What follows belongs to an exercise in optimizing a design on an open flow for small area, a short achievable clock period and few clock cycles per item; a production flow would make more cautious choices. Function was checked by simulation only, so behaviour that the tests miss may differ from the original.

==> 02-21: inputs <==
Design ryu32, start of the top module:
module ryu32 (
    input  wire        clk,
    input  wire        rst,
    input  wire        in_valid,
    output wire        in_ready,
    input  wire [31:0] in_x,
    output reg         out_valid,
    output reg  [31:0] out_m,
    output reg  [7:0]  out_e,
    output reg  [1:0]  out_cls,
    output reg         out_sign,
    output reg  [3:0]  out_len,
    output reg  [7:0]  out_sci
);
clock: 20.0 ns
lec_check: 0
cap_margin: 20
core_margin: 2
core_utilization: 25
slew_margin: 20
standard.sh (not shown) runs the stock make flow with config.mk's settings and CLKGATE_MAP_FILE= SYNTH_SCRIPT=/design/flow/synth_recipe.tcl, a recipe that flattens the netlist after the stock synthesis.
==> flow/flow/run.sh <==
#!/bin/bash
set -euo pipefail
bash standard.sh SETUP_SLACK_MARGIN=10 finish > layout_make.log 2>&1
==> inputs of 10-04, as changes to 02-21 <==
--- a/flow/design.v
+++ b/flow/design.v
@@ -418,19 +418,31 @@
     ryu32_rom u_rom (.ca(p_ca), .idx(p_idx), .f(f_rom));
     wire [63:0] fp_c = f_rom << p_us;
     wire [6:0] nib_sum = m2_c[3:0] + m2_c[7:4] + m2_c[11:8] + m2_c[15:12] + m2_c[19:16] + m2_c[23:20];
     wire       m5_c = (nib_sum % 7'd5) == 7'd0;
     wire       tzb_c = (m2_c & ((24'd1 << p_thr) - 24'd1)) == 24'd0;
+    wire [26:0] m2x = {3'b000, m2_c, 1'b0};
+    reg  [12:0] bone_c, btwo_c, bneg_c;
+    integer kbd;
+    always @(*) begin
+        for (kbd = 0; kbd < 13; kbd = kbd + 1) begin
+            bone_c[kbd] = m2x[2*kbd+1] ^ m2x[2*kbd];
+            btwo_c[kbd] = (m2x[2*kbd +: 3] == 3'b011) || (m2x[2*kbd +: 3] == 3'b100);
+            bneg_c[kbd] = m2x[2*kbd+2] & ~(m2x[2*kbd+1] & m2x[2*kbd]);
+        end
+    end
     reg        v1;
-    reg [23:0] m2_1;
+    reg [12:0] bone_1, btwo_1, bneg_1;
     reg [63:0] fp_1;
     reg [7:0]  e10_1;
     reg [1:0]  cls_1;
     reg        sign_1, ab_1, mms_1, ca_1, qz_1, qa9_1, qb1_1, qbt_1, qnz_1, x47_1, m5_1, tzb_1;
     always @(posedge clk) begin
         v1     <= v0 & ~rst;
-        m2_1   <= m2_c;
+        bone_1 <= bone_c;
+        btwo_1 <= btwo_c;
+        bneg_1 <= bneg_c;
         fp_1   <= fp_c;
         e10_1  <= p_e10;
         cls_1  <= cls_c;
         sign_1 <= x0[31];
         ab_1   <= ~ma[0];
@@ -444,11 +456,11 @@
         x47_1  <= p_x47;
         m5_1   <= m5_c;
         tzb_1  <= tzb_c;
     end
     wire [87:0] P;
-    ryu32_mul u_mul (.a(m2_1), .b(fp_1), .p(P));
+    ryu32_mul u_mul (.bone(bone_1), .btwo(btwo_1), .bneg(bneg_1), .b(fp_1), .p(P));
     reg        v2;
     reg [87:20] P_2;      
     reg [63:20] fp_2;
     reg [7:0]  e10_2;
     reg [1:0]  cls_2;
@@ -716,15 +728,16 @@
             out_sci <= 8'd0;
         end
     end
 endmodule
 module ryu32_mul (
-    input  wire [23:0] a,
+    input  wire [12:0] bone,    
+    input  wire [12:0] btwo,    
+    input  wire [12:0] bneg,    
     input  wire [63:0] b,
     output wire [87:0] p
 );
-    wire [26:0] ax = {3'b000, a, 1'b0};
     wire [12:0] ng;
     wire [65:0] rb0;
     wire [65:0] rb1;
     wire [65:0] rb2;
     wire [65:0] rb3;
@@ -738,14 +751,13 @@
     wire [65:0] rb11;
     wire [65:0] rb12;
     genvar gi;
     generate
         for (gi = 0; gi < 13; gi = gi + 1) begin : g_row
-            wire [2:0]  g   = ax[2*gi +: 3];
-            wire        one = g[1] ^ g[0];
-            wire        two = (g == 3'b011) || (g == 3'b100);
-            wire        neg = g[2] & ~(g[1] & g[0]);
+            wire        one = bone[gi];
+            wire        two = btwo[gi];
+            wire        neg = bneg[gi];
             wire [65:0] r   = (({66{one}} & {2'b00, b}) | ({66{two}} & {1'b0, b, 1'b0})) ^ {66{neg}};
             assign ng[gi] = neg;
         end
     endgenerate
     assign rb0 = {~g_row[0].r[65], g_row[0].r[64:0]};
==> flow/flow/run.sh (replaced) <==
#!/bin/bash
set -euo pipefail
bash standard.sh SETUP_SLACK_MARGIN=13 MATCH_CELL_FOOTPRINT=0 finish > layout_make.log 2>&1
==> comparison table <==
item                                                                  02-21           10-04
Number of cells in the finished layout apart from fillers             13408           13901
Worst path depth                                                         41              30
Pin slew with the least headroom to its limit                       1.20 ns         1.23 ns
Nonclk buf count                                                        270             817
Number of flip-flops and latches in the synthesized netlist             589             602
Status                                                       finished clean  finished clean
Post-layout instance area                                         85800 um2       95300 um2
Met3 WL                                                            29300 um        33000 um
Met3 capacity usage during global routing                            0.0379          0.0414
Critical path data required time                                   20.54 ns        20.56 ns
First-pass GRT wire length                                        438000 um       451000 um
Setup WS post-layout                                               10.44 ns        12.16 ns
Number of buffers created by CTS                                         72              73
Resize count post-CTS                                                    25             487
Testbench counts of 02-21, summed over its fixed seeds: cycles 16,056, items 16,000.
Testbench counts of 10-04, summed over its fixed seeds: cycles 16,056, items 16,000.

-- afterwards: timing with drivers on the ports --
In the flow no input, the clock included, has a driving cell. The finished layouts below were timed again as built, in two steps.
Step 1 assumes that a clkbuf_16 drives the clock port and a buf_2 every other input.
Step 2 moves the port delays by t, midway between the first and last clock arrival at a register: inputs arrive t later, outputs are due t later. That takes back most of the time a late clock gives input paths.
a / b / c = ideal / step 1 / step 2; a / b = the first two.
run | t, ns | setup WS [ns] | cell pins on the clock port's net
02-21 | 0.770 | 10.438 / 10.438 / 10.438 | 1
10-04 | 0.776 | 12.157 / 12.157 / 12.157 | 1
After both steps setup and hold are still met in every run listed.
